Source: an optimization exercise on an open RTL-to-GDS flow (aim: small area, a short achievable clock period and few clock cycles per item). Production flows keep margins and buffers that such runs may drop.
RTL that was checked went through simulation tests only; none was proved equivalent to the original.

==> flow/design.v (excerpt) <==
module li_block_engine (
  input  wire         clk,
  input  wire         rst,         
  input  wire         start,       
  input  wire         decrypt,     
  input  wire [127:0] blk_in,
  input  wire [6:0]   rounds,      
  input  wire [5:0]   ca_steps,    
  input  wire         nbhd,        
  input  wire         toroidal,
  input  wire [31:0]  rule_base,
  output wire [6:0]   rk_idx,
  input  wire [127:0] rk,
  output wire         ready,
  output wire         done,
  output wire [127:0] blk_out
);
Size in the first run: roughly 660 flip-flops, ~440 I/O pins, about 110,000 µm² of cells after synthesis.
make LEC_CHECK=0 ABC_CLOCK_PERIOD_IN_PS=4000 CAP_MARGIN=20 CORE_MARGIN=2 CORE_UTILIZATION=50 PLACE_DENSITY=0.6 SETUP_SLACK_MARGIN=5 SLEW_MARGIN=20 finish   # period 10.0 ns
run.sh (not shown) runs the stock make flow with config.mk's settings and CLKGATE_MAP_FILE= SYNTH_SCRIPT=/design/flow/synth_recipe.tcl, a recipe that flattens the netlist after the stock synthesis.
Change:
--- a/flow/design.v
+++ b/flow/design.v
@@ -41,28 +41,26 @@
   assign y = {m4(ah, ni), m4(ah ^ al, ni)};
 endmodule
 module li_ca_step (
   input  wire [127:0] grid,
   input  wire [19:0]  tab,
   input  wire         nbhd,
   input  wire         toroidal,
-  input  wire [31:0]  gu,          
-  input  wire [31:0]  gd,          
   output wire [127:0] grid_next
 );
   wire [9:0] ta = tab[9:0];
   wire [9:0] tb = tab[19:10];
   wire [1:0] cs [0:127];    
   wire [1:0] xs [0:127];    
   genvar r, c;
   generate
     for (r = 0; r < 4; r = r + 1) begin : g_r
       for (c = 0; c < 32; c = c + 1) begin : g_c
-        wire up = (r == 0) ? gu[c] : grid[(r-1)*32 + c];
-        wire dn = (r == 3) ? gd[c] : grid[(r+1)*32 + c];
+        wire up = (r == 0) ? (toroidal & grid[3*32 + c]) : grid[(r-1)*32 + c];
+        wire dn = (r == 3) ? (toroidal & grid[c])        : grid[(r+1)*32 + c];
         wire me = grid[r*32 + c];
         assign cs[r*32 + c] = {(up & me) | (up & dn) | (me & dn), up ^ me ^ dn};
         assign xs[r*32 + c] = nbhd ? {1'b0, me} : cs[r*32 + c];
       end
     end
     for (r = 0; r < 4; r = r + 1) begin : g_r2
       for (c = 0; c < 32; c = c + 1) begin : g_c2
@@ -165,16 +163,14 @@
   reg         ae_busy;    
   reg         ae_phb;     
   reg  [6:0]  ae_left;    
   reg         ae_first;   
   reg         ae_lastb;   
   reg         done_q;
   reg [127:0] grid;       
-  reg  [31:0] gu;         
-  reg  [31:0] gd;         
   reg [127:0] rkc;        
   reg [127:0] kq;         
   reg         kfull;
   reg  [19:0] tab;        
   reg         ce_busy;    
   reg  [5:0]  ce_cnt;     
   reg         ce_last;    
@@ -194,16 +190,14 @@
     end
   endgenerate
   li_ca_step u_ca (
     .grid      (grid),
     .tab       (tab),
     .nbhd      (nbhd_q),
     .toroidal  (tor_q),
-    .gu        (gu),
-    .gd        (gd),
     .grid_next (step_o)
   );
   wire [127:0] kc = step_o ^ rkc;       
   wire [127:0] kb;                      
   generate
     for (k = 0; k < 128; k = k + 1) begin : g_kb
       assign kb[127 - k] = kc[k];
@@ -218,22 +212,18 @@
   wire ce_finish  = last_step & kslot;
   wire grid_free  = ~ce_busy | ce_finish;
   wire load_ca    = (ce_jobs != 7'd0) & grid_free;
   wire load_k0    = ce_k0 & (ce_jobs == 7'd0) & ~ce_busy & kslot;
   always @(posedge clk) begin
     if (load_ca) begin
       grid <= seed;
-      gu   <= seed[127:96] & {32{tor_q}};
-      gd   <= seed[31:0] & {32{tor_q}};
       rkc  <= seed;
       tab  <= tab_r;
     end else if (ce_busy & ~last_step) begin
       grid <= step_o;
-      gu   <= step_o[127:96] & {32{tor_q}};
-      gd   <= step_o[31:0] & {32{tor_q}};
     end
   end
   always @(posedge clk) begin
     if (~ae_busy)
       kq <= rk;                          
     else if (load_k0)
       kq <= rk;
@@ -274,22 +264,20 @@
         end
         if (load_k0)
           ce_k0 <= 1'b0;
       end
     end
   end
   wire [127:0] inv_o;
-  wire [127:0] sx;        
-  wire [127:0] blk_c;     
+  wire [127:0] inv_c;
   genvar i, c;
   generate
     for (i = 0; i < 16; i = i + 1) begin : g_inv
-      li_inv8 u_inv (.a(phi(st[127 - 8*i -: 8])), .y(inv_o[127 - 8*i -: 8]));
-      assign sx[127 - 8*i -: 8] = phiinv(st[127 - 8*i -: 8]);
-      assign blk_c[127 - 8*i -: 8] = phi(blk_in[127 - 8*i -: 8]);
+      li_inv8 u_inv (.a(phi(st[127 - 8*i -: 8])), .y(inv_c[127 - 8*i -: 8]));
+      assign inv_o[127 - 8*i -: 8] = phiinv(inv_c[127 - 8*i -: 8]);
     end
   endgenerate
   function automatic [7:0] xt(input [7:0] a);    
     xt = {a[6:0], 1'b0} ^ (a[7] ? 8'h1b : 8'h00);
   endfunction
   function automatic [7:0] gmul(input [7:0] a, input [3:0] b);
     reg [7:0] a2, a4, a8;
@@ -300,14 +288,15 @@
       gmul = (b[0] ? a : 8'h00) ^ (b[1] ? a2 : 8'h00) ^
              (b[2] ? a4 : 8'h00) ^ (b[3] ? a8 : 8'h00);
     end
   endfunction
   wire b_last = ae_lastb;
   wire b_id   = dec_q ? b_last : ae_first;       
   wire b_mix  = ~ae_first & ~b_last;             
+  wire [127:0] sx = st;
   wire [127:0] e_sub;     
   wire [127:0] e_shr;     
   wire [127:0] d_key = sx ^ kq;
   wire [127:0] d_pm;      
   wire [127:0] mx_i = dec_q ? d_pm : e_shr;
   wire [127:0] mx_o;
   wire [127:0] d_lin = b_mix ? mx_o : d_key;
@@ -345,15 +334,15 @@
       assign mx_o[127 - 8*(4*c+3) -: 8] = gmul(a0, 4'd3) ^ a1 ^ a2 ^ gmul(a3, 4'd2);
     end
   endgenerate
   wire [127:0] e_out = (b_mix ? mx_o : e_shr) ^ kq;
   wire [127:0] b_std = b_id ? d_key : (dec_q ? d_pre : e_out);
   always @(posedge clk) begin
     if (~ae_busy)
-      st <= blk_c;
+      st <= blk_in;
     else if (ae_busy & ~ae_phb)
       st <= inv_o;
     else if (ae_consume)
       st <= b_std;
   end
   always @(posedge clk) begin
     if (~ae_busy) begin
The new run completed with no timing, DRC or antenna violations.
Wire length is about the same.
Clock-buffer cell count goes down by 2.
Setup slack is worse by 0.31 ns.
Cell count is higher by 0.79%.
Utilization increases by 2.0 points.
Design area came out higher by 0.99%.
First-iteration DRC count falls by 6.1%.
Area after synthesis goes down by 2.3%.
Global-route usage grows by 0.49 points.
No functional check of the RTL was part of any run of this note.

========
li_block_engine, a different RTL version from the one above (not shown whole).
Size in the first run: about 11000 cells after synthesis, ~800 flip-flops, about 440 I/O pins.
export LEC_CHECK = 0
export ABC_CLOCK_PERIOD_IN_PS = 4000
export CAP_MARGIN = 20
export CORE_MARGIN = 2
export CORE_UTILIZATION = 50
export PLACE_DENSITY = 0.6
export SETUP_SLACK_MARGIN = 5
export SLEW_MARGIN = 20
create_clock -name core_clock -period 10.0 [get_ports {clk}]
Testbench counts at the start, summed over its fixed seeds: cycles 99,556, blocks 3,200.
Next try:
--- a/flow/design.v
+++ b/flow/design.v
@@ -244,13 +244,13 @@
   end
   always @(posedge clk) begin
     if (ce_finish)
       kq <= kb;
   end
   always @(posedge clk) begin
-    if (ready) begin
+    if (acc) begin
       cb_dec   <= decrypt;
       cb_steps <= ca_steps;
       cb_nbhd  <= nbhd;
       cb_tor   <= toroidal;
       cb_rule  <= rule_base;
       ib_blk   <= blk_in;
- global-route usage rises by 0.56 points
- worst hold slack degrades by 0.011 ns
- final area rises by 0.38%
- critical path depth falls by 1
- via count rises by 2.2%
- clock-buffer cell count falls by 2
- synthesized area rises by about 0.9%
- non-clock buffer count falls by 24
- die area rises by 0.87%
- setup slack improves by 0.11 ns
- maximum frequency rises by about 2.2%
Testbench counts after the change, summed over its fixed seeds: cycles 99,556, blocks 3,200.

==> what the ideal ports hide <==
Ports are ideal in the flow. The routed layouts listed here were re-timed in OpenROAD. Step 1, drivers: a clkbuf_16 drives clk and a buf_2 each remaining input, both assumed. Step 2 moves the port delays by t, midway between the first and last clock arrival at a register: inputs arrive t later, outputs are due t later. That takes back most of the time a late clock gives input paths. Slacks: ideal ports / drivers / drivers and shift; pairs: ideal ports / drivers.
run	t, ns	setup slack, ns	worst data-port slew with drivers (ns)
the first run of note 1	0.859	4.935 / 4.935 / 4.935	0.21
the second run of note 1	0.838	4.626 / 4.626 / 4.626	0.25
the first run of note 2	0.891	4.829 / 4.829 / 4.829	0.22
the second run of note 2	0.885	4.942 / 4.942 / 4.942	0.26
After both steps setup and hold are still met in every run listed.
